What follows belongs to an exercise in optimizing a design on an open flow for small area; a production flow would make more cautious choices.
Where RTL was checked, it was by simulation tests only, not by an equivalence proof against the original.
For run 6, only the layout was checked, not whether the RTL still works.
Power and IR drop assume default switching activity.

**flow/config.mk**
```make
export PLATFORM = sky130hd
export DESIGN_NAME = necir_core
export DESIGN_NICKNAME = necir_core
export VERILOG_FILES = /design/flow/design.v
export SDC_FILE = /design/flow/constraint.sdc
export NUM_CORES = 4
export LEC_CHECK = 0
export CAP_MARGIN = 20
export CORE_MARGIN = 2
export CORE_UTILIZATION = 40
export SLEW_MARGIN = 20
```
**flow/constraint.sdc**
```tcl
create_clock -name core_clock -period 10.0 [get_ports {clk}]
set_input_delay 2.0000 -clock core_clock [delete_from_list [all_inputs] [get_ports {clk}]]
set_output_delay 2.0000 -clock core_clock [all_outputs]
set_load 0.01 [all_outputs]
```
**flow/design.v**
```verilog
module necir_core #(
    parameter [7:0] DEV_ADDR       = 8'h00,
    parameter [7:0] CMD_POWER_ON   = 8'h08,
    parameter [7:0] CMD_POWER_OFF  = 8'h09,
    parameter [7:0] CMD_MODE_COOL  = 8'h30,
    parameter [7:0] CMD_MODE_HEAT  = 8'h31,
    parameter [7:0] CMD_MODE_FAN   = 8'h32,
    parameter [7:0] CMD_MODE_DRY   = 8'h33,
    parameter [7:0] CMD_MODE_AUTO  = 8'h34,
    parameter [7:0] TEMP_BASE      = 8'h10,
    parameter [7:0] CMD_FAN_LOW    = 8'h40,
    parameter [7:0] CMD_FAN_MEDIUM = 8'h41,
    parameter [7:0] CMD_FAN_HIGH   = 8'h42,
    parameter [7:0] CMD_FAN_AUTO   = 8'h43
) (
    input             clk,
    input             rst_n,        
    input             soft_rst,     
    input             bus_req,
    input             bus_we,
    input      [1:0]  bus_size,     
    input      [11:0] bus_addr,
    input      [31:0] bus_wdata,
    output            bus_ack,
    output            bus_err,
    output reg [31:0] bus_rdata,
    output reg        tx_call,      
    output            tx_send,      
    output     [15:0] tx_freq,
    output     [15:0] tx_duty,
    output            tx_pvalid,    
    output     [15:0] tx_pdata,
    input             tx_pready,
    input             tx_rvalid,
    input             tx_rerr,
    input      [7:0]  tx_rcode
);
    localparam [15:0] T_HDR_MARK   = 16'd9000;
    localparam [15:0] T_HDR_SPACE  = 16'd4500;
    localparam [15:0] T_BIT_MARK   = 16'd560;
    localparam [15:0] T_ONE_SPACE  = 16'd1690;
    localparam [15:0] T_ZERO_SPACE = 16'd560;
    localparam [15:0] T_STOP_MARK  = 16'd560;
    localparam [15:0] CARRIER_HZ   = 16'd38000;
    localparam [15:0] CARRIER_DUTY = 16'd500;
    localparam [2:0] ERR_NONE     = 3'h0;
    localparam [2:0] ERR_RANGE    = 3'h1;
    localparam [2:0] ERR_ENUM     = 3'h2;
    localparam [2:0] ERR_ILLEGAL  = 3'h3;
    localparam [2:0] ERR_NO_FRAME = 3'h4;
    localparam [2:0] ERR_HARDWARE = 3'h5;
    localparam [1:0] TX_IDLE     = 2'd0;
    localparam [1:0] TX_WAIT_ON  = 2'd1;
    localparam [1:0] TX_WAIT_SND = 2'd2;
    localparam [1:0] TX_WAIT_OFF = 2'd3;
    localparam [1:0] PH_IDLE = 2'd0;
    localparam [1:0] PH_P1   = 2'd1;    
    localparam [1:0] PH_P2   = 2'd2;    
    localparam [1:0] PH_BAD  = 2'd3;    
    reg [31:0] cmd_q;
    reg        frame_ready;
    reg        carrier_on;
    reg        drain;
    reg [1:0]  txstate;
    reg [2:0]  err;
    reg [16*67-1:0] ring;         
    reg [6:0]  ptr;
    reg        zflag;             
    reg [7:0]  pair_addr;
    reg [7:0]  pair_cmd;
    reg        pair_valid;
    reg [31:0] rxword;
    reg        rx_fmt, rx_aok, rx_cok;
    reg [7:0]  rx_addr, rx_cmd;
    reg        hw_rec;            
    reg [7:0]  hw_code;
    reg [1:0]  hw_step;
    reg [1:0]  ph;
    reg [6:0]  send_idx;
    wire        busy  = (txstate != TX_IDLE);
    wire [15:0] head  = ring[15:0];
    wire        p_end = (ptr == 7'd66);
    assign tx_send   = (txstate == TX_WAIT_SND);
    assign tx_freq   = (txstate == TX_WAIT_ON) ? CARRIER_HZ   : 16'h0;
    assign tx_duty   = (txstate == TX_WAIT_ON) ? CARRIER_DUTY : 16'h0;
    assign tx_pvalid = tx_send & (ptr == send_idx);
    assign tx_pdata  = head;
    wire        aligned   = (bus_size == 2'd2) && (bus_addr[1:0] == 2'b00);
    wire        is_reg    = (bus_addr < 12'h020);
    wire        is_pulse  = (bus_addr >= 12'h100) && (bus_addr <= 12'h208);
    wire        acc_ok    = aligned & (is_reg | is_pulse);
    wire [6:0]  pulse_k   = {~bus_addr[8], bus_addr[7:2]};    
    wire        k_hit     = (ptr == pulse_k) & ~zflag;
    wire        rd        = bus_req & acc_ok & ~bus_we;
    wire        wr        = bus_req & acc_ok & bus_we & ~busy;
    wire        wr_cmd    = wr & is_reg & (bus_addr[4:2] == 3'd0);
    wire        wr_rxword = wr & is_reg & (bus_addr[4:2] == 3'd4);
    wire        wr_pulse  = wr & is_pulse & k_hit;
    wire [7:0] op  = bus_wdata[31:24];
    wire [7:0] rsv = bus_wdata[23:16];
    wire [7:0] opa = bus_wdata[15:8];
    wire [7:0] opb = bus_wdata[7:0];
    wire illegal = (op == 8'h00) || (op > 8'h08) || (rsv != 8'h00) ||
                   ((op != 8'h05) && (opa != 8'h00)) ||
                   ((op == 8'h01) && (opb[7:1] != 7'h00)) ||
                   ((op >= 8'h06) && (opb != 8'h00));
    reg [7:0] enc_addr;
    reg [7:0] enc_cmd;
    reg [2:0] enc_err;
    always @(*) begin
        enc_addr = DEV_ADDR;
        enc_cmd  = 8'h00;
        enc_err  = ERR_NONE;
        case (op)
            8'h01: enc_cmd = opb[0] ? CMD_POWER_ON : CMD_POWER_OFF;
            8'h02: case (opb)
                       8'd0: enc_cmd = CMD_MODE_COOL;
                       8'd1: enc_cmd = CMD_MODE_HEAT;
                       8'd2: enc_cmd = CMD_MODE_FAN;
                       8'd3: enc_cmd = CMD_MODE_DRY;
                       8'd4: enc_cmd = CMD_MODE_AUTO;
                       default: enc_err = ERR_ENUM;
                   endcase
            8'h03: begin
                       if ($signed(opb) < 16 || $signed(opb) > 30)
                           enc_err = ERR_RANGE;
                       else
                           enc_cmd = TEMP_BASE + (opb - 8'd16);
                   end
            8'h04: case (opb)
                       8'd0: enc_cmd = CMD_FAN_LOW;
                       8'd1: enc_cmd = CMD_FAN_MEDIUM;
                       8'd2: enc_cmd = CMD_FAN_HIGH;
                       8'd3: enc_cmd = CMD_FAN_AUTO;
                       default: enc_err = ERR_ENUM;
                   endcase
            8'h05: begin
                       enc_addr = opa;
                       enc_cmd  = opb;
                   end
            default: ;
        endcase
    end
    wire is_encode = (op >= 8'h01) && (op <= 8'h05);
    wire emit_op   = !illegal && is_encode && (enc_err == ERR_NONE);
    wire vpul_op   = !illegal && (op == 8'h07);
    wire [31:0] emit_word = {~enc_cmd, enc_cmd, ~enc_addr, enc_addr};
    wire [4:0]  emit_n    = ptr[5:1] - 5'd1;               
    reg  [15:0] emit_val;
    always @(*) begin
        if (ptr == 7'd0)
            emit_val = T_HDR_MARK;
        else if (ptr == 7'd1)
            emit_val = T_HDR_SPACE;
        else if (ptr[0] && emit_word[emit_n])
            emit_val = T_ONE_SPACE;
        else
            emit_val = T_BIT_MARK;
    end
    wire head_one = (head == T_ONE_SPACE);
    reg  head_ok;
    always @(*) begin
        if (ptr == 7'd0)
            head_ok = (head == T_HDR_MARK);
        else if (ptr == 7'd1)
            head_ok = (head == T_HDR_SPACE);
        else if (ptr[0])
            head_ok = (head == T_ZERO_SPACE) || head_one;
        else
            head_ok = (head == T_BIT_MARK);
    end
    wire long_op = emit_op | vpul_op;
    wire p1      = wr_cmd & long_op & ~zflag & ((ph == PH_P1) | (ph == PH_BAD) | ((ph == PH_IDLE) & (ptr == 7'd0)));
    wire p2      = wr_cmd & (ph == PH_P2);
    wire p1_bad  = (ph == PH_BAD) | ~head_ok;
    wire cmd_done = ~long_op | (p1 & p_end & (emit_op | p1_bad)) | (p2 & p_end);
    wire rxw_addr_ok = ((rxword[7:0] ^ rxword[15:8]) == 8'hFF);
    wire rxw_cmd_ok  = ((rxword[23:16] ^ rxword[31:24]) == 8'hFF);
    assign bus_err = ~acc_ok;
    assign bus_ack = bus_req & (~acc_ok |
                                (~bus_we & (is_reg | k_hit)) |
                                (wr & (is_pulse ? k_hit : (bus_addr[4:2] != 3'd0) | cmd_done)));
    always @(*) begin
        bus_rdata = 32'h0;
        if (~is_reg) begin
            bus_rdata = {16'h0, head};
        end else begin
            case (bus_addr[4:2])
                3'd0: bus_rdata = cmd_q;
                3'd1: bus_rdata = {20'h0, 1'b0, err, 2'b00, txstate, drain, carrier_on, frame_ready, busy};
                3'd2: bus_rdata = {15'h0, pair_valid, pair_cmd, pair_addr};
                3'd3: bus_rdata = {~pair_cmd, pair_cmd, ~pair_addr, pair_addr} & {32{pair_valid}};
                3'd4: bus_rdata = rxword;
                3'd5: bus_rdata = {12'h0, rx_aok & rx_cok, rx_fmt, rx_cok, rx_aok, rx_cmd, rx_addr};
                3'd6: bus_rdata = {22'h0, hw_step, hw_code} & {32{hw_rec & ~busy}};
                3'd7: bus_rdata = {CARRIER_DUTY, CARRIER_HZ};
            endcase
        end
    end
    reg [15:0] ins;
    always @(*) begin
        if (zflag)
            ins = 16'h0;
        else if (p1 & emit_op)
            ins = emit_val;
        else if (wr_pulse)
            ins = bus_wdata[15:0];
        else
            ins = head;
    end
    always @(posedge clk)
        ring <= {ins, ring[16*67-1:16]};
    wire rec_now = tx_rvalid & tx_rerr & ~drain & ~hw_rec;
    always @(posedge clk) begin
        if (rec_now) begin
            hw_code <= tx_rcode;
            hw_step <= txstate;
        end
        if (tx_pvalid & tx_pready)
            send_idx <= send_idx + 7'd1;
        if (tx_rvalid && txstate == TX_WAIT_ON)
            send_idx <= 7'd0;
    end
    always @(posedge clk) begin
        if (!rst_n) begin
            tx_call     <= 1'b0;
            cmd_q       <= 32'h0;
            frame_ready <= 1'b0;
            carrier_on  <= 1'b0;
            drain       <= 1'b0;
            txstate     <= TX_IDLE;
            err         <= ERR_NONE;
            ptr         <= 7'd0;
            zflag       <= 1'b1;
            pair_addr   <= 8'h0;
            pair_cmd    <= 8'h0;
            pair_valid  <= 1'b0;
            rxword      <= 32'h0;
            rx_fmt      <= 1'b0;
            rx_aok      <= 1'b0;
            rx_cok      <= 1'b0;
            rx_addr     <= 8'h0;
            rx_cmd      <= 8'h0;
            hw_rec      <= 1'b0;
            ph          <= PH_IDLE;
        end else begin
            tx_call <= 1'b0;
            ptr     <= p_end ? 7'd0 : ptr + 7'd1;
            if (p_end)
                zflag <= 1'b0;
            if (bus_ack)
                ph <= PH_IDLE;
            else if (p1)
                ph <= p_end ? PH_P2 : (vpul_op & p1_bad) ? PH_BAD : PH_P1;
            if (p2 && ptr[0] && ptr != 7'd1)
                rxword <= {head_one, rxword[31:1]};
            if (wr_rxword)
                rxword <= bus_wdata;
            if (wr_pulse)
                frame_ready <= 1'b0;
            if (wr_cmd && cmd_done) begin
                cmd_q <= bus_wdata;
                if (illegal) begin
                    err <= ERR_ILLEGAL;
                end else if (is_encode) begin
                    err <= enc_err;
                    if (emit_op) begin
                        pair_addr   <= enc_addr;
                        pair_cmd    <= enc_cmd;
                        pair_valid  <= 1'b1;
                        frame_ready <= 1'b1;
                    end
                end else if (op == 8'h06 || op == 8'h07) begin
                    if (op == 8'h06 || p2) begin
                        rx_fmt  <= 1'b1;
                        rx_aok  <= rxw_addr_ok;
                        rx_cok  <= rxw_cmd_ok;
                        rx_addr <= rxword[7:0];
                        rx_cmd  <= rxword[23:16];
                    end else begin
                        rx_fmt  <= 1'b0;
                        rx_aok  <= 1'b0;
                        rx_cok  <= 1'b0;
                        rx_addr <= 8'h0;
                        rx_cmd  <= 8'h0;
                    end
                    err <= ERR_NONE;
                end else begin
                    if (!frame_ready) begin
                        err <= ERR_NO_FRAME;
                    end else begin
                        err        <= ERR_NONE;
                        hw_rec     <= 1'b0;
                        carrier_on <= 1'b1;
                        txstate    <= TX_WAIT_ON;
                        tx_call    <= 1'b1;
                    end
                end
            end
            if (tx_rvalid && busy) begin
                if (rec_now)
                    hw_rec <= 1'b1;
                case (txstate)
                    TX_WAIT_ON: begin
                        tx_call <= 1'b1;
                        if (!tx_rerr && !drain)
                            txstate <= TX_WAIT_SND;
                        else
                            txstate <= TX_WAIT_OFF;
                    end
                    TX_WAIT_SND: begin
                        txstate <= TX_WAIT_OFF;
                        tx_call <= 1'b1;
                    end
                    default: begin  
                        if (!tx_rerr)
                            carrier_on <= 1'b0;
                        if (!drain)
                            err <= (hw_rec | rec_now) ? ERR_HARDWARE : ERR_NONE;
                        drain   <= 1'b0;
                        txstate <= TX_IDLE;
                    end
                endcase
            end
            if (soft_rst) begin
                cmd_q       <= 32'h0;
                frame_ready <= 1'b0;
                err         <= ERR_NONE;
                ptr         <= 7'd0;
                zflag       <= 1'b1;
                pair_addr   <= 8'h0;
                pair_cmd    <= 8'h0;
                pair_valid  <= 1'b0;
                rxword      <= 32'h0;
                rx_fmt      <= 1'b0;
                rx_aok      <= 1'b0;
                rx_cok      <= 1'b0;
                rx_addr     <= 8'h0;
                rx_cmd      <= 8'h0;
                hw_rec      <= 1'b0;
                if (busy)
                    drain   <= 1'b1;
            end
        end
    end
endmodule
```
**flow/run.sh**
```bash
#!/bin/bash
# synth_recipe.tcl (not shown) runs the flow's synth.tcl, then flattens the netlist and writes it again
# the make line also repeats each setting of config.mk as NAME=value (left out here)
make -C /OpenROAD-flow-scripts/flow DESIGN_CONFIG=/design/flow/config.mk WORK_HOME=/design/flow/orfs CLKGATE_MAP_FILE= SYNTH_SCRIPT=/design/flow/synth_recipe.tcl finish
```
==> results of run 1 <==
-- sequential cells by signal, indices dropped and copies added, names as in the netlist, 2 cells and up --
register,cells
cmd_q,32
err,3
hw_code,8
hw_step,2
pair_addr,8
pair_cmd,8
ph,2
ptr,7
ring,1072
rx_addr,8
rx_cmd,8
rxword,32
send_idx,7
txstate,2
-- routing by layer --
layer	global-route usage [%]	wire length, um	vias to the layer above
li1	-	-	7709
met1	24.7	32100	7799
met2	25.4	28200	550
met3	4.73	4960	118
met4	5.94	2040	0
met5	0	0	-
-- layout make-up --
| type | instances | share of cell area [%] |
|---|---|---|
| well taps | 978 | 3.37 |
| diodes | 1 | 0.00689 |
| repair buffers | 145 | 3.87 |
| multi-input cells | 896 | 15.2 |
| inverters | 22 | 0.227 |
| clock inverters | 54 | 1.90 |
| clock buffers | 144 | 8.56 |
| flip-flops and latches | 1209 | 66.9 |
-- cell usage after synthesis, drive strengths merged (5+ instances only) --
library cell	instances
a211oi	39
a21oi	95
a221oi	5
a22oi	9
and2	9
buf	75
clkbuf	54
dfxtp	1199
edfxtp	10
ha	10
inv	21
mux2	7
mux2i	66
nand2	170
nand2b	12
nand3	24
nand4	15
nor2	104
nor2b	16
nor3	20
nor4	15
nor4b	5
o211a	11
o211ai	7
o21ai	100
o22ai	9
or3	6
or4	5
xnor2	14
xor2	31
-- stage by stage --
step	setup WS, ns	instance area, um^2	total power, uW
after global placement	2.66	32500	5070
after detailed placement	2.61	32500	5070
final	2.56	36300	9220
after CTS	2.60	36300	9330
after floorplan	4.30	30600	5000
after global routing	2.27	36300	9550
-- cell usage in the layout, fill, tap and decap left out, drive strengths merged, types with 5 or more instances in the layout --
master / count
dfxtp: 1199
nand2: 170
clkbuf: 144
clkdlybuf4s50: 126
nor2: 104
o21ai: 100
a21oi: 95
mux2i: 66
a211oi: 39
xor2: 31
clkinv: 30
inv: 26
nand3: 24
conb: 20
nor3: 20
buf: 19
nor2b: 16
nand4: 15
nor4: 15
xnor2: 14
bufinv: 12
nand2b: 12
o211a: 11
ha: 10
edfxtp: 10
and2: 9
o22ai: 9
a22oi: 9
clkinvlp: 8
o211ai: 7
mux2: 7
or3: 6
a221oi: 5
nor4b: 5
or4: 5
-- logic make-up (layout without fill, tap and decap cells) --
kind of cell	count (synthesis)	after routing	synth area share, %
DFF	1209	1209	79.7
and+or+nand+nor	423	423	6.67
AOI/OAI and AO/OA	323	323	6.75
buffers and inverters	151	365	2.62
muxes	75	75	2.57
xor gates and xnor gates	45	45	1.29
adders and majority gates	10	10	0.410
other	1	21	0.0123
-- worst min path at each step --
stage | start | to
after floorplan | ring[16] | ring[0]
after global placement | ring[50] | ring[34]
after detailed placement | ring[1053] | ring[1037]
after CTS | ring[84] | ring[68]
after global routing | ring[387] | ring[371]
final | ring[217] | ring[201]
-- critical path: cells and delay by family --
kind	cells	cell delay (ns)
AOI/OAI and AO/OA	5	1.50
buffers and inverters	2	1.42
and+or+nand+nor	2	0.50
-- power by group through the flow --
| stage | registers, uW | clock network, uW | logic [uW] |
|---|---|---|---|
| 6_report | 4830 | 4250 | 136 |
| 5_1_grt | 4830 | 4580 | 144 |
| 4_1_cts | 4830 | 4370 | 134 |
| 3_5_place_dp | 4940 | 0 | 134 |
| 3_3_place_gp | 4940 | 0 | 133 |
| 2_1_floorplan | 4930 | 0 | 68.6 |
==> impl_metrics.json, run 1 <==
{
  "outcome": "finished clean",
  "die_h_um": 280,
  "internal-power_uw": 7380,
  "io_pins": 147,
  "worstPathMaxFanout": 15,
  "cts_resized": 0,
  "slowest_stage": "clkdlybuf4s50_1",
  "async_flop_share_pct": 0,
  "rows": 101,
  "seqCellArea_um2": 24300,
  "swShare_pct": 19.9,
  "cts_tree": "built",
  "grt_max_degree": 87,
  "dieArea_um2": 78500,
  "drv_cap": 0,
  "placed_cells": 3250,
  "fin_crit_ns": 7.44,
  "dieWidth_um": 280,
  "grt_overflow_total": 0,
  "dpl.hpwl_um": 45600,
  "htreeDepth": 3,
  "ir_drop_uv": 139,
  "start_util_pct": 40.3,
  "drt-vias-per-instance": 4.69,
  "firstDrtPassIters": 6,
  "path_common_cell": "clkdlybuf4s50_1",
  "synth_area_leader_cell": "dfxtp_1",
  "ys_seq_area_share_pct": 79.7,
  "drive_gt1_share_pct": 9.80,
  "p_per_area_nw_per_um2": 254,
  "rr_startpoint": "ptr[0]",
  "route.vias.total": 16176,
  "end_kind": "primary output",
  "final_max_slew_viol_count": 0,
  "path_cells": "clkdlybuf4s50_1, nand2b_1, o21ai_0, a21oi_1, o311ai_1, o2111ai_2, a2111oi_0, nor2_1, clkdlybuf4s50_1",
  "crit_end": "bus_ack",
  "arrival_ns": 5.44,
  "fin_util_pct": 48.0,
  "hold_violations": 0,
  "fin_tns_setup_ns": 0,
  "syn_to_final_growth_pct": 19.1,
  "cellLeakagePower_uw": 0.0138,
  "comb_power_share_pct": 1.5,
  "worst_r2r_path_depth": 8,
  "hold_ws_ns": 0.309,
  "clock-sinks": 1209,
  "ant_nets": 0,
  "antenna_found_initial": 2,
  "netlist_instances": 2237,
  "first_global_vias": 16097,
  "critPathMaxStageDelay_ns": 0.90,
  "core_um2": 75700,
  "grt_util_all_layers_pct": 17.4,
  "clkSlewWorstSetupHoldPaths_ns": 0.06,
  "fill_cells": 6476,
  "finalSetupViolCount": 0,
  "switchingPower_uw": 1840,
  "ctsHoldBuffers": 0,
  "stdcell_count": 3449,
  "yosys-top-cells-area": "dfxtp_1 79%, mux2i_1 2.2%, nand2_1 2.1%, a21oi_1 1.5%, o21ai_0 1.5%",
  "wl_um": 67400,
  "hold_path_class": "flop to flop",
  "critPathLaunchType": "input pin",
  "nNetsFinal": 2454,
  "cts_made_buffers": 108,
  "clockPowerShare_pct": 46.1,
  "worst_pin_slew_ns": 1.10,
  "synth_edf_count": 10,
  "grt_pass1_wl_um": 102000,
  "yosysWarnings": 1,
  "p_seq_share_pct": 52.4,
  "cts_setup_buffers": 0,
  "fin_skew_ns": 0.0346,
  "multi_input_area_um2": 5510,
  "slew_headroom_pct": 26.4,
  "clkLatencyLatePin_ns": 0.68,
  "synthFlopType": "dfxtp_1",
  "critPathKind": "input pin to primary output",
  "drc": 0,
  "cts-root-buf": "clkbuf_16",
  "hold_depth": 0,
  "timing.rr.end": "cmd_q[11]",
  "rsz0062_at_grt": "no",
  "synth_seq_cells": 1209,
  "min_period_over_period_pct": 74.4,
  "crit_required_ns": 8.00,
  "wl_per_cell_um": 19.5,
  "drt-initial-drc-count": 1372,
  "fmax_mhz": 134,
  "yosysUniqueCellTypes": 88,
  "cp-startpoint": "bus_wdata[26]",
  "syn_area_um2": 30500,
  "synth.top_cell.area_share_pct": 78.7,
  "r2r_slack_ns": 6.32,
  "place_congestion": 0.903,
  "cts_buffer_depth": 3,
  "io_buffers": 126,
  "synth.avg_cell_area_um2": 13.6
}
==> inputs of run 2 (changes only) <==
--- a/flow/config.mk
+++ b/flow/config.mk
@@ -5,6 +5,7 @@
 export SDC_FILE = /design/flow/constraint.sdc
 export NUM_CORES = 4
 export LEC_CHECK = 0
+export ABC_AREA = 1
 export CAP_MARGIN = 20
 export CORE_MARGIN = 2
 export CORE_UTILIZATION = 40
==> impl_metrics.json, run 2 <==
{
  "mostFrequentLayoutCells": "1,199 x dfxtp_1, 328 x nand2_1, 157 x nor2_1, 148 x inv_1, 126 x clkdlybuf4s50_1",
  "synth_adder_area_share_pct": 0.409,
  "outcome": "finished clean",
  "dieArea_um2": 78600,
  "cts-root-buf": "clkbuf_16",
  "first_global_vias": 16727,
  "ys_seq_area_share_pct": 79.5,
  "core_um2": 75800,
  "clkSlewWorstSetupHoldPaths_ns": 0.06,
  "cellLeakagePower_uw": 0.0141,
  "fmax_mhz": 124,
  "synth_common_cells": "1,199 x dfxtp_1, 328 x nand2_1, 160 x nor2_1",
  "crit_required_ns": 8.00,
  "worst_pin_slew_ns": 0.947,
  "netlist_instances": 2473,
  "critPathMaxStageDelay_ns": 0.68,
  "synthSimpleGateAreaFrac_pct": 8.83,
  "clkLatencyLatePin_ns": 0.68,
  "io_pins": 147,
  "min_period_over_period_pct": 80.4,
  "grt_max_degree": 65,
  "fin_skew_ns": 0.0335,
  "final_max_slew_viol_count": 0,
  "drive_gt1_share_pct": 8.70,
  "cts_buffer_depth": 3,
  "synth.avg_cell_area_um2": 12.4,
  "synth.top_cell.area_share_pct": 78.5,
  "firstDrtPassIters": 6,
  "ir_drop_uv": 148,
  "slowest_stage": "clkdlybuf4s50_1",
  "dieWidth_um": 280,
  "drc": 0,
  "rows": 101,
  "ctsHoldBuffers": 0,
  "route.vias.total": 16965,
  "muxShareOfSynthArea_pct": 0,
  "fin_tns_setup_ns": 0,
  "io_buffers": 126,
  "synth_area_leader_cell": "dfxtp_1",
  "drt-initial-drc-count": 1329,
  "htreeDepth": 3,
  "largest-register": "ring",
  "reg_top3": "ring (1072), cmd_q (32), rxword (32)",
  "cts_made_buffers": 107,
  "path_cells": "clkdlybuf4s50_1, nor2_4, inv_2, nor2_2, inv_2, nand2_1, inv_1, o21ai_0, a221oi_1, a31oi_1, o21ai_0, o21ai_0, clkdlybuf4s50_1",
  "layout_commonest_cell": "dfxtp_1",
  "hold_violations": 0,
  "path_common_cell": "o21ai_0",
  "syn_area_um2": 30600,
  "synth_edf_count": 10,
  "synth_xor_area_share_pct": 0.745,
  "nNetsFinal": 2697,
  "synth-compound-area-share_pct": 6.27,
  "fin_crit_ns": 8.04,
  "grt_pass1_wl_um": 102000,
  "path_delay_family": "buffers and inverters",
  "dpl.hpwl_um": 45800,
  "ant_nets": 0,
  "synth_top_family_by_area": "simple AND/OR/NAND/NOR gates",
  "drv_cap": 0,
  "critPathBufInv": 5,
  "die_h_um": 280,
  "finalSetupViolCount": 0,
  "critPathLaunchType": "input pin",
  "cts_resized": 0,
  "yosysUniqueCellTypes": 50,
  "p_per_area_nw_per_um2": 250,
  "yosysWarnings": 1,
  "place_congestion": 0.908,
  "rsz0062_at_grt": "no",
  "end_kind": "primary output",
  "critPathKind": "input pin to primary output",
  "hold_path_class": "flop to flop",
  "synthFlopType": "dfxtp_1",
  "grt_util_all_layers_pct": 17.2,
  "cts_setup_buffers": 0,
  "clock-sinks": 1209,
  "arrival_ns": 6.04,
  "fin_util_pct": 47.7,
  "largest_register_ffs": 1072,
  "wl_um": 67400,
  "wl_per_cell_um": 18.3,
  "slew_headroom_pct": 36.3,
  "grt_overflow_total": 0,
  "antenna_found_initial": 5,
  "yosys-top-cells-area": "dfxtp_1 79%, nand2_1 4.0%, nor2_1 2.0%, o21ai_0 1.9%, inv_1 1.8%",
  "cts_tree": "built",
  "drt-vias-per-instance": 4.59,
  "start_util_pct": 40.3,
  "synth_seq_cells": 1209,
  "async_flop_share_pct": 0,
  "yosysMostFrequentCell": "dfxtp_1",
  "syn_to_final_growth_pct": 18.4,
  "worstPathMaxFanout": 29
}
==> run 2: cell types whose count changed after synthesis, moves of 29 or more <==
cell / change
mux2i_1: -66
nand2_1: +158
inv_1: +127
a311oi_1: +29
nand3_1: +41
a211oi_1: -32
nor2_1: +57
==> run 2: logic make-up (layout without fill, tap and decap cells) <==
| kind of cell | after synthesis | in the layout |
|---|---|---|
| AOI/OAI and AO/OA | 326 | 326 |
| xor gates and xnor gates | 26 | 26 |
| adders and majority gates | 10 | 10 |
| buffers and inverters | 274 | 496 |
| DFF | 1209 | 1209 |
| other | 1 | 21 |
| and+or+nand+nor | 627 | 627 |
==> run 2: layout make-up <==
type | instances | area (um^2)
multi-input combinational | 1009 | 5070
antenna | 1 | 2.50
tap | 978 | 1220
clock buffer | 159 | 3230
sequential | 1209 | 24300
clock inverter | 39 | 419
inverter | 165 | 624
timing repair buffer | 133 | 1310
fill | 6764 | 39600
==> run 2: metrics by stage <==
stage	std cells	setup WS, ns	power, uW	area (um^2)	hold slack (ns)
after floorplan	2492	4.45	5010	30600	0.310
after global placement	3494	1.99	5070	32500	0.310
after detailed placement	3494	1.97	5070	32500	0.312
after CTS	3692	1.95	9170	36200	0.306
after global routing	3692	1.74	9380	36200	0.311
final	3693	1.96	9040	36200	0.313
==> run 2: path summary, 6_finish.rpt <==
check              startpoint  cells past startpoint  slack [ns]      endpoint
setup / recovery  bus_addr[3]                     13        1.96  bus_rdata[5]
hold / removal      ring[377]                      0        0.31     ring[361]
setup reg to reg       ptr[1]                     16        5.48   pair_cmd[2]
hold reg to reg     ring[377]                      0        0.31     ring[361]
==> run 2: layer usage <==
layer | share of wire [%] | global-route usage, % | vias to the layer above
met2 | 43 | 26.1 | 478
met3 | 6.1 | 3.81 | 146
met1 | 48 | 24.2 | 8130
met5 | 0.068 | 0 | -
met4 | 3.0 | 6.05 | 8
li1 | - | - | 8203
==> run 2: power breakdown <==
part / switching (uW) / leakage [uW] / internal [uW]
combinational: 84.0 / 0.00260 / 41.9
clock: 1750 / 0.00178 / 2330
sequential: 8.92 / 0.00975 / 4830
total: 1840 / 0.0141 / 7200
==> inputs of run 3 (changes only) <==
==> flow/flow/run.sh (new file) <==
#!/bin/bash
# Standard ORFS layout, with CTS dummy loads disabled and the smallest buffer on the ports.
set -euo pipefail
export CTS_ARGS="-sink_clustering_enable -repair_clock_nets -dont_use_dummy_load"
export BUFFER_PORTS_ARGS="-buffer_cell sky130_fd_sc_hd__buf_1"
bash standard.sh > standard.log 2>&1
==> flow/standard.sh (new file) <==
#!/bin/bash
# synth_recipe.tcl (not shown) runs the flow's synth.tcl, then flattens the netlist and writes it again
# the make line also repeats each setting of config.mk as NAME=value (left out here)
make -C /OpenROAD-flow-scripts/flow DESIGN_CONFIG=/design/flow/config.mk WORK_HOME=/design/flow/orfs CLKGATE_MAP_FILE= SYNTH_SCRIPT=/design/flow/synth_recipe.tcl "${@:-finish}"
removed: flow/run.sh
==> impl_metrics.json, run 3 <==
{
  "grtUsageMet2_pct": 25.0,
  "yosys-top-cells-area": "dfxtp_1 79%, nand2_1 4.0%, nor2_1 2.0%, o21ai_0 1.9%, inv_1 1.8%",
  "firstDrtPassIters": 5,
  "cts_made_buffers": 110,
  "placed_cells": 3497,
  "post-place-ws_ns": 2.93,
  "synth_seq_cells": 1209,
  "synth_area_leader_cell": "dfxtp_1",
  "busiest_layer": "met2",
  "ant_nets": 0,
  "io_buffers": 126,
  "setup_slack_ns": 2.88,
  "final_max_slew_viol_count": 0,
  "hold_path_class": "flop to flop",
  "mostFrequentLayoutCells": "1,199 x dfxtp_1, 328 x nand2_1, 158 x nor2_1, 148 x inv_1, 126 x buf_1",
  "stdcell_count": 3607,
  "cts_tree": "built",
  "antenna_cells": 0,
  "cts_buffer_depth": 3,
  "largest_register_ffs": 1072,
  "ir_drop_uv": 187,
  "drv_cap": 0,
  "critPathBufInv": 5,
  "path_common_cell": "o21ai_0",
  "ys_seq_area_share_pct": 79.5,
  "rr_startpoint": "ptr[1]",
  "die_h_um": 280,
  "clkSlewWorstSetupHoldPaths_ns": 0.06,
  "cts_setup_buffers": 0,
  "core_um2": 75800,
  "fin_crit_ns": 7.12,
  "clkLatencyLatePin_ns": 0.67,
  "ctsHoldBuffers": 0,
  "dieArea_um2": 78600,
  "clock-sinks": 1209,
  "grt_util_all_layers_pct": 16.7,
  "drc": 0,
  "antenna_found_initial": 4,
  "p_per_area_nw_per_um2": 243,
  "first_global_vias": 16654,
  "fin_skew_ns": 0.0827,
  "netlist_instances": 2473,
  "reg_top3": "ring (1072), cmd_q (32), rxword (32)",
  "yosysWarnings": 1,
  "start_util_pct": 40.3,
  "finalSetupViolCount": 0,
  "nNetsFinal": 2703,
  "grt_overflow_total": 0,
  "fmax_mhz": 140,
  "hold_depth": 0,
  "worstPathMaxFanout": 29,
  "arrival_ns": 5.12,
  "yosysMostFrequentCell": "dfxtp_1",
  "worst_pin_slew_ns": 1.13,
  "dpl.hpwl_um": 45100,
  "hp-start": "ring[41]",
  "place_congestion": 0.933,
  "synthFlopType": "dfxtp_1",
  "largest-register": "ring",
  "r2r_slack_ns": 5.57,
  "synth.top_cell.area_share_pct": 78.5,
  "end_kind": "primary output",
  "htreeDepth": 3,
  "critPathLaunchType": "input pin",
  "wl_per_cell_um": 18.2,
  "synth_edf_count": 10,
  "fill_cells": 6906,
  "fin_tns_setup_ns": 0,
  "layout_commonest_cell": "dfxtp_1",
  "synth_common_cells": "1,199 x dfxtp_1, 328 x nand2_1, 160 x nor2_1",
  "critPathKind": "input pin to primary output",
  "globalRouteMet1Util_pct": 22.3,
  "drive_gt1_share_pct": 6.39,
  "rsz0062_at_grt": "no",
  "crit_required_ns": 8.00,
  "cellLeakagePower_uw": 0.0134,
  "cts-root-buf": "clkbuf_16",
  "async_flop_share_pct": 0,
  "synth.avg_cell_area_um2": 12.4,
  "grt_use_met3_pct": 4.89,
  "slew_headroom_pct": 24.3,
  "min_period_over_period_pct": 71.2,
  "cp.depth": 13,
  "rows": 101,
  "hold_ws_ns": 0.255,
  "path_cells": "buf_1, nor2_4, inv_2, nor2_2, inv_2, nand2_1, inv_1, o21ai_0, a221oi_1, a31oi_1, o21ai_0, o21ai_0, buf_1",
  "syn_to_final_growth_pct": 12.9,
  "dieWidth_um": 280,
  "drt-vias-per-instance": 4.63,
  "io_pins": 147,
  "cts_resized": 0,
  "grt_max_degree": 65,
  "syn_area_um2": 30600,
  "drt-initial-drc-count": 1355,
  "hold_violations": 0,
  "grt_pass1_wl_um": 98800,
  "wl_um": 65600,
  "route.vias.total": 16696,
  "outcome": "finished clean",
  "slowest_stage": "nor2_4",
  "worst_r2r_path_depth": 16,
  "cp-startpoint": "bus_addr[3]",
  "yosysUniqueCellTypes": 50,
  "critPathMaxStageDelay_ns": 0.41,
  "path_delay_family": "buffers and inverters"
}
run 3: path summary, 6_finish.rpt:
path,endpoint
worst max-delay path,bus_rdata[5]
worst min-delay path,ring[25]
worst max register to register,pair_cmd[7]
worst min register to register,ring[25]
run 3: routing by layer:
| layer | vias up | share of wire (%) |
|---|---|---|
| met5 | - | 0.070 |
| met4 | 8 | 3.8 |
| met3 | 146 | 7.6 |
| met2 | 500 | 42 |
| met1 | 7930 | 46 |
| li1 | 8112 | - |
run 3: power by group:
| part | switching, uW | internal, uW | leakage, uW |
|---|---|---|---|
| Sequential | 8.79 | 4830 | 0.00975 |
| Combinational | 81.6 | 25.8 | 0.00229 |
| Clock | 1540 | 1920 | 0.00136 |
run 3: final cells by class:
cell class	instances	area [um^2]	area share [%]
Inverter	165	624	1.81
Timing Repair Buffer	136	548	1.59
Tap cell	978	1220	3.55
Clock buffer	110	2750	7.98
Sequential cell	1209	24300	70.4
Multi-Input combinational cell	1009	5060	14.7
run 3: cells by family after synthesis:
family | after synthesis | share of synthesized area [%]
flip-flops | 1209 | 79.5
adder cells (fa/ha/maj) | 10 | 0.409
other | 1 | 0.0123
AND/OR/NAND/NOR | 627 | 8.83
buffers and inverters | 274 | 4.22
AO/OA/AOI/OAI | 326 | 6.27
XOR/XNOR | 26 | 0.745
run 3: through the flow:
stage	utilization (%)	total power, uW	instance area, um^2
finish	45.5	8400	34500
global placement	41.9	5050	31800
detailed placement	41.9	5050	31800
CTS	45.5	8510	34500
floorplan	-	5010	30600
global route	45.5	8710	34500
run 3: worst register-to-register path: stages (launching register included):
cell	delay, ns
dfxtp_1	0.78
inv_1	0.54
ha_1	0.34
nand3_1	0.22
inv_1	0.10
nor2_1	0.17
nand2_1	0.07
nor2_1	0.11
nor2_1	0.08
nand2_1	0.08
nand4_2	0.15
nand2_4	0.16
nand2_4	0.14
inv_4	0.48
nand2_4	0.46
o21ai_1	0.34
nor2_1	0.06
==> inputs of run 4 (changes only) <==
==> flow/flow/run.sh (replaced) <==
#!/bin/bash
# Standard ORFS layout; CTS with clkbuf_8 leaves and no dummy loads, smallest buffer on the ports.
set -euo pipefail
export CTS_ARGS="-sink_clustering_enable -repair_clock_nets -dont_use_dummy_load -buf_list {sky130_fd_sc_hd__clkbuf_8} -sink_clustering_size 24 -sink_clustering_max_diameter 80"
export BUFFER_PORTS_ARGS="-buffer_cell sky130_fd_sc_hd__buf_1"
bash standard.sh > standard.log 2>&1
--- a/flow/config.mk
+++ b/flow/config.mk
@@ -5,7 +5,6 @@
 export SDC_FILE = /design/flow/constraint.sdc
 export NUM_CORES = 4
 export LEC_CHECK = 0
-export ABC_AREA = 1
 export CAP_MARGIN = 20
 export CORE_MARGIN = 2
 export CORE_UTILIZATION = 40
==> impl_metrics.json, run 4 <==
{
  "fmax_mhz": 145,
  "synth_common_cells": "1,199 x dfxtp_1, 170 x nand2_1, 103 x nor2_1",
  "ir_drop_uv": 126,
  "drc": 0,
  "yosysMostFrequentCell": "dfxtp_1",
  "critPathMaxStageDelay_ns": 1.02,
  "grt_pass1_wl_um": 96900,
  "layout_commonest_cell": "dfxtp_1",
  "syn_to_final_growth_pct": 7.11,
  "hold_path_class": "flop to flop",
  "cts_buffer_depth": 3,
  "wl_per_cell_um": 19.5,
  "hold_violations": 0,
  "drt-vias-per-instance": 4.76,
  "cellLeakagePower_uw": 0.0121,
  "arrival_ns": 4.92,
  "yosysWarnings": 1,
  "die_h_um": 280,
  "synthFlopType": "dfxtp_1",
  "cts_resized": 0,
  "syn_area_um2": 30500,
  "crit_required_ns": 8.00,
  "worst_pin_slew_ns": 1.06,
  "start_util_pct": 40.3,
  "ys_seq_area_share_pct": 79.7,
  "largest_register_ffs": 1072,
  "place_congestion": 0.927,
  "fin_skew_ns": 0.107,
  "dpl.hpwl_um": 45100,
  "antenna_found_initial": 9,
  "yosysUniqueCellTypes": 88,
  "fill_cells": 6931,
  "htreeDepth": 3,
  "clock-sinks": 1209,
  "cts_made_buffers": 67,
  "route.vias.total": 15820,
  "ant_nets": 0,
  "nNetsFinal": 2417,
  "finalSetupViolCount": 0,
  "fin_crit_ns": 6.92,
  "synth_area_leader_cell": "dfxtp_1",
  "cts-root-buf": "clkbuf_8",
  "path_cells": "buf_1, buf_4, clkinv_1, nand2_1, o21ai_0, o21ai_0, buf_1",
  "fin_util_pct": 43.2,
  "netlist_instances": 2237,
  "rsz0062_at_grt": "no",
  "synth_seq_cells": 1209,
  "synth.avg_cell_area_um2": 13.6,
  "first_global_vias": 15298,
  "critPathLaunchType": "input pin",
  "clkLatencyLatePin_ns": 0.69,
  "grt_overflow_total": 0,
  "end_kind": "primary output",
  "critPathKind": "input pin to primary output",
  "core_um2": 75700,
  "slowest_stage": "nand2_1",
  "final_max_slew_viol_count": 0,
  "cts_tree": "built",
  "io_pins": 147,
  "fin_area_um2": 32700,
  "drive_gt1_share_pct": 5.29,
  "outcome": "finished clean",
  "yosys-top-cells-area": "dfxtp_1 79%, mux2i_1 2.2%, nand2_1 2.1%, a21oi_1 1.5%, o21ai_0 1.5%",
  "placed_cell_area_um2": 31700,
  "wl_um": 65000,
  "slew_headroom_pct": 29.5,
  "dieArea_um2": 78500,
  "rows": 101,
  "min_period_over_period_pct": 69.2,
  "p_per_area_nw_per_um2": 210,
  "async_flop_share_pct": 0,
  "drt-initial-drc-count": 1126,
  "clkSlewWorstSetupHoldPaths_ns": 0.12,
  "synth.top_cell.area_share_pct": 78.7,
  "grt_max_degree": 87,
  "fin_tns_setup_ns": 0,
  "io_buffers": 126,
  "largest-register": "ring",
  "grt_util_all_layers_pct": 16.5,
  "drv_cap": 0,
  "firstDrtPassIters": 7,
  "path_delay_family": "buffers and inverters",
  "mostFrequentLayoutCells": "1,199 x dfxtp_1, 170 x nand2_1, 125 x buf_1, 103 x nor2_1, 94 x a21oi_1",
  "worstPathMaxFanout": 32,
  "dieWidth_um": 280,
  "synth_edf_count": 10,
  "reg_top3": "ring (1072), cmd_q (32), rxword (32)",
  "cts_setup_buffers": 0,
  "post-place-ws_ns": 3.16,
  "critPathBufInv": 4,
  "setup_slack_ns": 3.08,
  "ctsHoldBuffers": 0
}
run 4: changes by cell type after synthesis, moves of 32 or more:
cell / previous run / this run
nor2_1: 160 / 103
inv_1: 148 / 21
a211oi_1: 6 / 38
nand3_1: 65 / 24
nand2_1: 328 / 170
mux2i_1: 0 / 66
run 4: through the flow:
| step | power, uW | cells | hold WS (ns) |
|---|---|---|---|
| 2_1_floorplan | 5000 | 2256 | 0.310 |
| 3_3_place_gp | 5060 | 3253 | 0.310 |
| 3_5_place_dp | 5060 | 3254 | 0.312 |
| 4_1_cts | 6950 | 3321 | 0.235 |
| 5_1_grt | 7130 | 3327 | 0.234 |
| 6_report | 6850 | 3327 | 0.238 |
run 4: per-layer routing:
metal	routed length (um)	track usage, %	up-vias	part of all wire (%)
li1	-	-	7545	-
met2	27700	24.7	468	43
met4	2100	6.07	4	3.2
met1	31300	23.8	7679	48
met5	22	0	-	0.034
met3	3820	3.11	124	5.9
run 4: kinds of logic (layout without fill, tap and decap cells):
kind of cell,after synthesis,count (layout),synth area share (%)
adder cells (fa/ha/maj),10,10,0.410
other,1,26,0.0123
flip-flops,1209,1209,79.7
AO/OA/AOI/OAI,323,323,6.75
AND/OR/NAND/NOR,423,423,6.67
XOR/XNOR,45,45,1.29
multiplexers,75,75,2.57
buffers and inverters,151,238,2.62
run 4: power breakdown:
| part | internal, uW | leakage [uW] | switching, uW |
|---|---|---|---|
| Combinational | 31.2 | 0.00191 | 89.5 |
| Clock | 610 | 0.000482 | 1290 |
| Sequential | 4820 | 0.00975 | 6.51 |
| Total | 5460 | 0.0121 | 1380 |
run 4: cell type report:
| class | instances | area (um^2) | share of cell area (%) |
|---|---|---|---|
| Sequential cell | 1209 | 24300 | 74.4 |
| Inverter | 22 | 82.6 | 0.253 |
| Multi-Input combinational cell | 896 | 5480 | 16.8 |
| Timing Repair Buffer | 149 | 644 | 1.97 |
| Antenna cell | 6 | 15.0 | 0.0460 |
| Clock buffer | 67 | 922 | 2.82 |
| Tap cell | 978 | 1220 | 3.75 |
run 4: final timing paths:
check	from	to	slack [ns]	cells past startpoint
hold / removal	ring[770]	ring[754]	0.24	0
hold reg to reg	ring[770]	ring[754]	0.24	0
setup reg to reg	ring[9]	rx_addr[2]	6.29	11
setup / recovery	bus_addr[4]	bus_rdata[1]	3.08	7
run 4: worst register-to-register path: stages (launching register included):
cell	delay, ns
dfxtp_1	0.67
or4b_1	0.60
nor4_1	0.33
buf_4	0.24
nand2_1	0.07
nand4_1	0.21
o2111ai_2	0.23
a22oi_2	0.22
buf_4	0.43
nor3_2	0.07
buf_4	0.28
mux2i_1	0.17
==> inputs of run 5 (changes only) <==
==> flow/flow/run.sh (replaced) <==
#!/bin/bash
# Standard ORFS layout; CTS with small clock buffers and no dummy loads, smallest buffer on the ports.
set -euo pipefail
export CTS_ARGS="-sink_clustering_enable -repair_clock_nets -dont_use_dummy_load -buf_list {sky130_fd_sc_hd__clkbuf_4 sky130_fd_sc_hd__clkbuf_8} -sink_clustering_size 16 -sink_clustering_max_diameter 60"
export BUFFER_PORTS_ARGS="-buffer_cell sky130_fd_sc_hd__buf_1"
bash standard.sh > standard.log 2>&1
==> impl_metrics.json, run 5 <==
{
  "outcome": "finished clean",
  "ir_drop_uv": 121,
  "fmax_mhz": 144,
  "drt-initial-drc-count": 1166,
  "critPathKind": "input pin to primary output",
  "antenna_found_initial": 8,
  "mostFrequentLayoutCells": "1,199 x dfxtp_1, 170 x nand2_1, 125 x buf_1, 103 x nor2_1, 95 x clkbuf_8",
  "r2r_slack_ns": 6.31,
  "arrival_ns": 4.96,
  "core_um2": 75700,
  "rr_startpoint": "ring[9]",
  "route.vias.total": 15951,
  "slowest_stage": "nand2_1",
  "hold_path_class": "flop to flop",
  "io_pins": 147,
  "synth.avg_cell_area_um2": 13.6,
  "dieWidth_um": 280,
  "nNetsFinal": 2445,
  "cts_resized": 0,
  "slew_headroom_pct": 29.6,
  "min_period_over_period_pct": 69.6,
  "grt_util_all_layers_pct": 16.6,
  "end_kind": "primary output",
  "worst_r2r_path_depth": 11,
  "p_per_area_nw_per_um2": 216,
  "firstDrtPassIters": 5,
  "drc": 0,
  "fin_skew_ns": 0.0710,
  "cts_setup_buffers": 0,
  "ys_seq_area_share_pct": 79.7,
  "drv_cap": 0,
  "crit_required_ns": 8.00,
  "wl_um": 65100,
  "clkLatencyLatePin_ns": 0.67,
  "cts_tree": "built",
  "synth_common_cells": "1,199 x dfxtp_1, 170 x nand2_1, 103 x nor2_1",
  "largest_register_ffs": 1072,
  "timing.rr.end": "rx_addr[4]",
  "worst_pin_slew_ns": 1.06,
  "hold_depth": 0,
  "ctsHoldBuffers": 0,
  "drive_gt1_share_pct": 6.41,
  "async_flop_share_pct": 0,
  "fin_crit_ns": 6.96,
  "synth_area_leader_cell": "dfxtp_1",
  "critPathMaxStageDelay_ns": 1.03,
  "grt_pass1_wl_um": 97400,
  "placed_cells": 3254,
  "fin_tns_setup_ns": 0,
  "cts-root-buf": "clkbuf_8",
  "yosys-top-cells-area": "dfxtp_1 79%, mux2i_1 2.2%, nand2_1 2.1%, a21oi_1 1.5%, o21ai_0 1.5%",
  "fill_cells": 6903,
  "hold_violations": 0,
  "clock-sinks": 1209,
  "htreeDepth": 3,
  "synth_seq_cells": 1209,
  "die_h_um": 280,
  "hp-start": "ring[770]",
  "synth_edf_count": 10,
  "yosysMostFrequentCell": "dfxtp_1",
  "rsz0062_at_grt": "no",
  "largest-register": "ring",
  "yosysWarnings": 1,
  "drt-vias-per-instance": 4.76,
  "netlist_instances": 2237,
  "ant_nets": 0,
  "io_buffers": 126,
  "start_util_pct": 40.3,
  "syn_area_um2": 30500,
  "synthFlopType": "dfxtp_1",
  "syn_to_final_growth_pct": 8.36,
  "hold_end": "ring[754]",
  "reg_top3": "ring (1072), cmd_q (32), rxword (32)",
  "grt_max_degree": 87,
  "cts_buffer_depth": 3,
  "cellLeakagePower_uw": 0.0123,
  "worstPathMaxFanout": 32,
  "synth.top_cell.area_share_pct": 78.7,
  "critPathBufInv": 4,
  "stdcell_count": 3354,
  "layout_commonest_cell": "dfxtp_1",
  "dpl.hpwl_um": 45100,
  "critPathLaunchType": "input pin",
  "path_cells": "buf_1, buf_4, clkinv_1, nand2_1, o21ai_0, o21ai_0, buf_1",
  "rows": 101,
  "clkSlewWorstSetupHoldPaths_ns": 0.09,
  "finalSetupViolCount": 0,
  "first_global_vias": 15613,
  "wl_per_cell_um": 19.4,
  "place_congestion": 0.927,
  "grt_overflow_total": 0,
  "cts_made_buffers": 95,
  "path_delay_family": "buffers and inverters",
  "final_max_slew_viol_count": 0,
  "yosysUniqueCellTypes": 88,
  "dieArea_um2": 78500
}
[run 5: cell types whose count changed in the layout (fill, tap and decap cells not counted)]
cell,delta
diode_2,-1
clkbuf_8,+28
[run 5: cell type report]
class / count / area, um^2 / area share [%]
multi-input combinational: 896 / 5480 / 16.6
tap: 978 / 1220 / 3.70
clock buffer: 95 / 1310 / 3.96
antenna: 5 / 12.5 / 0.0379
inverter: 22 / 82.6 / 0.250
timing repair buffer: 149 / 644 / 1.95
sequential: 1209 / 24300 / 73.5
[run 5: metrics by stage]
stage | hold slack (ns) | power (uW) | instance area [um^2] | util (%) | worst slack, ns
floorplan | 0.310 | 5000 | 30600 | - | 4.30
global placement | 0.310 | 5060 | 31700 | 41.9 | 3.29
detailed placement | 0.312 | 5060 | 31700 | 41.9 | 3.16
CTS | 0.263 | 7240 | 33000 | 43.7 | 3.17
global route | 0.266 | 7420 | 33100 | 43.7 | 2.82
finish | 0.268 | 7130 | 33100 | 43.7 | 3.04
[run 5: kinds of logic after synthesis]
kind of cell             count (synthesis)  share of synthesized area (%)
multiplexers                            75                           2.57
other                                    1                         0.0123
AO/OA/AOI/OAI                          323                           6.75
buffers and inverters                  151                           2.62
flip-flops                            1209                           79.7
AND/OR/NAND/NOR                        423                           6.67
XOR/XNOR                                45                           1.29
adder cells (fa/ha/maj)                 10                          0.410
[run 5: power breakdown]
part / internal [uW] / switching (uW)
clock: 848 / 1340
sequential: 4820 / 6.52
combinational: 31.2 / 89.4
total: 5700 / 1430
[run 5: worst max-delay path by stage]
stage,from,end,depth (start not counted)
after floorplan,bus_wdata[2],bus_ack,8
after global placement,bus_addr[4],bus_rdata[8],7
after detailed placement,bus_addr[4],bus_rdata[8],7
after CTS,bus_addr[4],bus_rdata[8],7
after global routing,bus_addr[4],bus_rdata[1],7
final,bus_addr[4],bus_rdata[1],7
[run 5: metal layers]
metal	vias to the layer above	track usage, %	wire, um
li1	7599	-	-
met1	7735	23.8	31600
met2	477	24.5	27400
met3	136	3.33	3720
met4	4	6.68	2390
met5	-	0	22
==> inputs of run 6 (changes only) <==
--- a/flow/design.v
+++ b/flow/design.v
@@ -57,7 +57,8 @@
     localparam [1:0] PH_P1   = 2'd1;    
     localparam [1:0] PH_P2   = 2'd2;    
     localparam [1:0] PH_BAD  = 2'd3;    
-    reg [31:0] cmd_q;
+    reg [31:0] cmd_q;             
+    reg        cmd_v;
     reg        frame_ready;
     reg        carrier_on;
     reg        drain;
@@ -66,11 +67,11 @@
     reg [16*67-1:0] ring;         
     reg [6:0]  ptr;
     reg        zflag;             
-    reg [7:0]  pair_addr;
+    reg [7:0]  pair_addr;         
     reg [7:0]  pair_cmd;
     reg        pair_valid;
     reg [31:0] rxword;
-    reg        rx_fmt, rx_aok, rx_cok;
+    reg        rx_fmt, rx_aok, rx_cok;    
     reg [7:0]  rx_addr, rx_cmd;
     reg        hw_rec;            
     reg [7:0]  hw_code;
@@ -81,8 +82,14 @@
     wire [15:0] head  = ring[15:0];
     wire        p_end = (ptr == 7'd66);
     assign tx_send   = (txstate == TX_WAIT_SND);
-    assign tx_freq   = (txstate == TX_WAIT_ON) ? CARRIER_HZ   : 16'h0;
-    assign tx_duty   = (txstate == TX_WAIT_ON) ? CARRIER_DUTY : 16'h0;
+    wire st_on = (txstate == TX_WAIT_ON);
+    genvar gi;
+    generate
+        for (gi = 0; gi < 16; gi = gi + 1) begin : g_carrier
+            assign tx_freq[gi] = CARRIER_HZ[gi]   ? st_on : tx_send;
+            assign tx_duty[gi] = CARRIER_DUTY[gi] ? st_on : tx_send;
+        end
+    endgenerate
     assign tx_pvalid = tx_send & (ptr == send_idx);
     assign tx_pdata  = head;
     wire        aligned   = (bus_size == 2'd2) && (bus_addr[1:0] == 2'b00);
@@ -144,7 +151,7 @@
     wire is_encode = (op >= 8'h01) && (op <= 8'h05);
     wire emit_op   = !illegal && is_encode && (enc_err == ERR_NONE);
     wire vpul_op   = !illegal && (op == 8'h07);
-    wire [31:0] emit_word = {~enc_cmd, enc_cmd, ~enc_addr, enc_addr};
+    wire [31:0] emit_word = {~pair_cmd, pair_cmd, ~pair_addr, pair_addr};
     wire [4:0]  emit_n    = ptr[5:1] - 5'd1;               
     reg  [15:0] emit_val;
     always @(*) begin
@@ -186,12 +193,12 @@
             bus_rdata = {16'h0, head};
         end else begin
             case (bus_addr[4:2])
-                3'd0: bus_rdata = cmd_q;
+                3'd0: bus_rdata = cmd_q & {32{cmd_v}};
                 3'd1: bus_rdata = {20'h0, 1'b0, err, 2'b00, txstate, drain, carrier_on, frame_ready, busy};
-                3'd2: bus_rdata = {15'h0, pair_valid, pair_cmd, pair_addr};
-                3'd3: bus_rdata = {~pair_cmd, pair_cmd, ~pair_addr, pair_addr} & {32{pair_valid}};
+                3'd2: bus_rdata = {15'h0, pair_valid, pair_cmd & {8{pair_valid}}, pair_addr & {8{pair_valid}}};
+                3'd3: bus_rdata = emit_word & {32{pair_valid}};
                 3'd4: bus_rdata = rxword;
-                3'd5: bus_rdata = {12'h0, rx_aok & rx_cok, rx_fmt, rx_cok, rx_aok, rx_cmd, rx_addr};
+                3'd5: bus_rdata = {12'h0, rx_aok & rx_cok, 1'b1, rx_cok, rx_aok, rx_cmd, rx_addr} & {32{rx_fmt}};
                 3'd6: bus_rdata = {22'h0, hw_step, hw_code} & {32{hw_rec & ~busy}};
                 3'd7: bus_rdata = {CARRIER_DUTY, CARRIER_HZ};
             endcase
@@ -224,7 +231,7 @@
     always @(posedge clk) begin
         if (!rst_n) begin
             tx_call     <= 1'b0;
-            cmd_q       <= 32'h0;
+            cmd_v       <= 1'b0;
             frame_ready <= 1'b0;
             carrier_on  <= 1'b0;
             drain       <= 1'b0;
@@ -232,15 +239,9 @@
             err         <= ERR_NONE;
             ptr         <= 7'd0;
             zflag       <= 1'b1;
-            pair_addr   <= 8'h0;
-            pair_cmd    <= 8'h0;
             pair_valid  <= 1'b0;
             rxword      <= 32'h0;
             rx_fmt      <= 1'b0;
-            rx_aok      <= 1'b0;
-            rx_cok      <= 1'b0;
-            rx_addr     <= 8'h0;
-            rx_cmd      <= 8'h0;
             hw_rec      <= 1'b0;
             ph          <= PH_IDLE;
         end else begin
@@ -252,6 +253,10 @@
                 ph <= PH_IDLE;
             else if (p1)
                 ph <= p_end ? PH_P2 : (vpul_op & p1_bad) ? PH_BAD : PH_P1;
+            if (p1 && emit_op && ph == PH_IDLE) begin
+                pair_addr <= enc_addr;
+                pair_cmd  <= enc_cmd;
+            end
             if (p2 && ptr[0] && ptr != 7'd1)
                 rxword <= {head_one, rxword[31:1]};
             if (wr_rxword)
@@ -260,13 +265,12 @@
                 frame_ready <= 1'b0;
             if (wr_cmd && cmd_done) begin
                 cmd_q <= bus_wdata;
+                cmd_v <= 1'b1;
                 if (illegal) begin
                     err <= ERR_ILLEGAL;
                 end else if (is_encode) begin
                     err <= enc_err;
                     if (emit_op) begin
-                        pair_addr   <= enc_addr;
-                        pair_cmd    <= enc_cmd;
                         pair_valid  <= 1'b1;
                         frame_ready <= 1'b1;
                     end
@@ -279,10 +283,6 @@
                         rx_cmd  <= rxword[23:16];
                     end else begin
                         rx_fmt  <= 1'b0;
-                        rx_aok  <= 1'b0;
-                        rx_cok  <= 1'b0;
-                        rx_addr <= 8'h0;
-                        rx_cmd  <= 8'h0;
                     end
                     err <= ERR_NONE;
                 end else begin
@@ -323,20 +323,14 @@
                 endcase
             end
             if (soft_rst) begin
-                cmd_q       <= 32'h0;
+                cmd_v       <= 1'b0;
                 frame_ready <= 1'b0;
                 err         <= ERR_NONE;
                 ptr         <= 7'd0;
                 zflag       <= 1'b1;
-                pair_addr   <= 8'h0;
-                pair_cmd    <= 8'h0;
                 pair_valid  <= 1'b0;
                 rxword      <= 32'h0;
                 rx_fmt      <= 1'b0;
-                rx_aok      <= 1'b0;
-                rx_cok      <= 1'b0;
-                rx_addr     <= 8'h0;
-                rx_cmd      <= 8'h0;
                 hw_rec      <= 1'b0;
                 if (busy)
                     drain   <= 1'b1;
==> flow/flow/run.sh (replaced) <==
#!/bin/bash
# Standard ORFS layout; CTS with one clock buffer size, larger sink clusters and no dummy
# loads; the smallest buffer on the ports. Output goes to standard.log.
set -euo pipefail
export CTS_ARGS="-sink_clustering_enable -repair_clock_nets -dont_use_dummy_load -buf_list {sky130_fd_sc_hd__clkbuf_8} -sink_clustering_size 20 -sink_clustering_max_diameter 50"
export BUFFER_PORTS_ARGS="-buffer_cell sky130_fd_sc_hd__buf_1"
bash standard.sh > standard.log 2>&1
--- a/flow/config.mk
+++ b/flow/config.mk
@@ -7,5 +7,5 @@
 export LEC_CHECK = 0
 export CAP_MARGIN = 20
 export CORE_MARGIN = 2
-export CORE_UTILIZATION = 40
+export CORE_UTILIZATION = 60
 export SLEW_MARGIN = 20
==> impl_metrics.json, run 6 <==
{
  "yosysWarnings": 1,
  "io_buffers": 146,
  "io_pins": 147,
  "path_cells": "buf_1, buf_4, nor2_1, nand2_1, buf_4, or4_1, nor2_1, inv_1, a211o_1, a31oi_1, buf_1",
  "rr_startpoint": "txstate[1]",
  "fmax_mhz": 139,
  "syn_area_um2": 29900,
  "hp-start": "ring[64]",
  "grt_max_degree": 65,
  "fin_skew_ns": 0.0939,
  "grt_pass1_wl_um": 79900,
  "yosys-top-cells-area": "dfxtp_1 76%, edfxtp_1 7.6%, mux2i_1 1.8%, nor2_1 1.3%, a21oi_1 1.2%",
  "largest_register_ffs": 1072,
  "final_max_slew_viol_count": 0,
  "wl_per_cell_um": 19.0,
  "p_per_area_nw_per_um2": 219,
  "arrival_ns": 5.19,
  "cellLeakagePower_uw": 0.0121,
  "route.vias.total": 14324,
  "nNetsFinal": 2207,
  "min_period_over_period_pct": 71.9,
  "finalPower_uw": 6980,
  "synth.top_cell.area_share_pct": 76.0,
  "critPathMaxStageDelay_ns": 0.71,
  "hold_violations": 0,
  "fin_crit_ns": 7.19,
  "drc": 0,
  "drive_gt1_share_pct": 5.67,
  "antenna_cells": 0,
  "worst_r2r_path_depth": 11,
  "drt-met1-wl_um": 24900,
  "htreeDepth": 3,
  "timing.rr.end": "cmd_q[25]",
  "largest-register": "ring",
  "ir_drop_uv": 170,
  "critPathLaunchType": "input pin",
  "rsz0062_at_grt": "no",
  "critPathKind": "input pin to primary output",
  "ys_seq_area_share_pct": 83.6,
  "clock-sinks": 1210,
  "synth_seq_cells": 1210,
  "post-place-ws_ns": 2.87,
  "cts-root-buf": "clkbuf_8",
  "yosysMostFrequentCell": "dfxtp_1",
  "hold_ws_ns": 0.271,
  "start_util_pct": 60.9,
  "synthFlopType": "dfxtp_1",
  "core_um2": 49100,
  "drt-initial-drc-count": 1246,
  "r2r_slack_ns": 6.28,
  "wl_met3_um": 4610,
  "synth_edf_count": 76,
  "die_h_um": 227,
  "highest_layer": "met4",
  "grt_overflow_total": 0,
  "clkSlewWorstSetupHoldPaths_ns": 0.11,
  "cp-startpoint": "bus_addr[2]",
  "cts_made_buffers": 82,
  "yosysUniqueCellTypes": 67,
  "firstDrtPassIters": 6,
  "place_congestion": 0.896,
  "cts_setup_buffers": 0,
  "hold_path_class": "flop to flop",
  "cts_resized": 0,
  "hold_end": "ring[48]",
  "grt_util_all_layers_pct": 20.8,
  "dr_wl_met2_um": 22100,
  "path_delay_family": "simple AND/OR/NAND/NOR gates",
  "dpl.hpwl_um": 35100,
  "slew_headroom_pct": 25.5,
  "end_kind": "primary output",
  "synth_area_leader_cell": "dfxtp_1",
  "setup_slack_ns": 2.81,
  "reg_top3": "ring (1072), cmd_q (32), rxword (32)",
  "slowest_stage": "or4_1",
  "mostFrequentLayoutCells": "1,134 x dfxtp_1, 146 x buf_1, 102 x nor2_1, 82 x clkbuf_8, 76 x edfxtp_1",
  "async_flop_share_pct": 0,
  "syn_to_final_growth_pct": 6.99,
  "clkLatencyLatePin_ns": 0.70,
  "outcome": "finished clean",
  "fin_tns_setup_ns": 0,
  "synth_common_cells": "1,134 x dfxtp_1, 102 x nor2_1, 76 x edfxtp_1",
  "cts_tree": "built",
  "layout_commonest_cell": "dfxtp_1",
  "synth.avg_cell_area_um2": 15.0,
  "ctsHoldBuffers": 0,
  "antenna_found_initial": 1,
  "drt-vias-per-instance": 5.12,
  "wl_um": 53300,
  "dieWidth_um": 227,
  "dieArea_um2": 51600,
  "finalSetupViolCount": 0,
  "critPathBufInv": 5,
  "crit_required_ns": 8.00,
  "first_global_vias": 13594,
  "cts_buffer_depth": 3,
  "rows": 81,
  "worstPathMaxFanout": 24,
  "worst_pin_slew_ns": 1.12,
  "hold_depth": 0,
  "drv_cap": 0,
  "cp.depth": 11,
  "netlist_instances": 1989,
  "ant_nets": 0
}
## run 6: cell count changes in the layout (fill, tap and decap cells not counted), sizes merged, moves of 14 or more
| cell | delta |
|---|---|
| conb | -20 |
| clkbuf | -14 |
| nand2 | -99 |
| buf | +14 |
| a21oi | -20 |
| edfxtp | +66 |
| o21ai | -66 |
| dfxtp | -65 |
## run 6: cell type report
class / count / area, um^2
Tap cell: 664 / 831
Sequential cell: 1210 / 25000
Inverter: 19 / 71.3
Clock buffer: 82 / 1130
Fill cell: 3534 / 17100
Timing Repair Buffer: 162 / 668
Multi-Input combinational cell: 660 / 4270
## run 6: layer usage
metal / vias to the layer above / track usage (%)
li1: 6858 / -
met4: 0 / 7.19
met1: 6817 / 30.3
met2: 531 / 29.9
met5: - / 0
met3: 118 / 5.99
## run 6: cell families after synthesis
group           share of synthesized area (%)
simple gates                             5.24
fa+ha+maj                               0.419
flops                                    83.6
xor+xnor                                 1.32
buf+inv                                  2.12
mux                                      2.19
compound gates                           5.08
## run 6: per-stage QoR
step / cells / instance area, um^2 / util [%]
2_1_floorplan: 1989 / 29900 / -
5_1_grt: 2797 / 32000 / 65.1
6_report: 2797 / 32000 / 65.1
3_3_place_gp: 2715 / 30800 / 62.8
4_1_cts: 2797 / 32000 / 65.1
3_5_place_dp: 2715 / 30800 / 62.8
## run 6: how the worst max path moves through the flow
stage	endpoint	slack [ns]
2_1_floorplan	bus_ack	3.60
3_3_place_gp	bus_ack	2.95
3_5_place_dp	bus_ack	2.87
4_1_cts	bus_ack	2.85
5_1_grt	bus_ack	2.59
6_report	bus_ack	2.81
## run 6: power breakdown
group          leakage, uW  switching (uW)  total (uW)  internal [uW]
clock             0.000590            1300        2040            738
combinational      0.00168            55.8        77.9           22.1
sequential         0.00983            3.96        4870           4860
total               0.0121            1360        6980           5620

-- separate check: timing with driven ports --
The flow's constraints put no driver on any port. The routed layouts listed below were extracted and timed again, unchanged, in two steps.
Step 1, drivers: a clkbuf_16 drives clk and a buf_2 each remaining input, both assumed.
Step 2 times the ports against the registers' clock, not the clock port: input delays grow and output delays shrink by t, the midpoint of the rising clock arrivals with the driver on.
Three values: ideal, step 1, step 2; two values: the first two.
| run | shift t [ns] | setup WS [ns] | worst setup path at the end | slew at the worst register clock pin (ns) |
|---|---|---|---|---|
| run 1 | 0.718 | 2.556 / 2.512 / 2.512 | input to output | 0.07 / 0.07 |
| run 2 | 0.720 | 1.959 / 1.916 / 1.916 | input to output | 0.07 / 0.07 |
| run 3 | 0.697 | 2.878 / 2.852 / 2.852 | input to output | 0.06 / 0.06 |
| run 4 | 0.697 | 3.082 / 3.052 / 3.052 | input to output | 0.13 / 0.13 |
| run 5 | 0.697 | 3.040 / 3.011 / 3.011 | input to output | 0.09 / 0.09 |
| run 6 | 0.691 | 2.813 / 2.792 / 2.792 | input to output | 0.12 / 0.12 |
After both steps setup and hold are still met in every run listed. The setup slack of run 1, which loses most, moves by -0.044 ns with the drivers and by -0.044 ns with both steps.
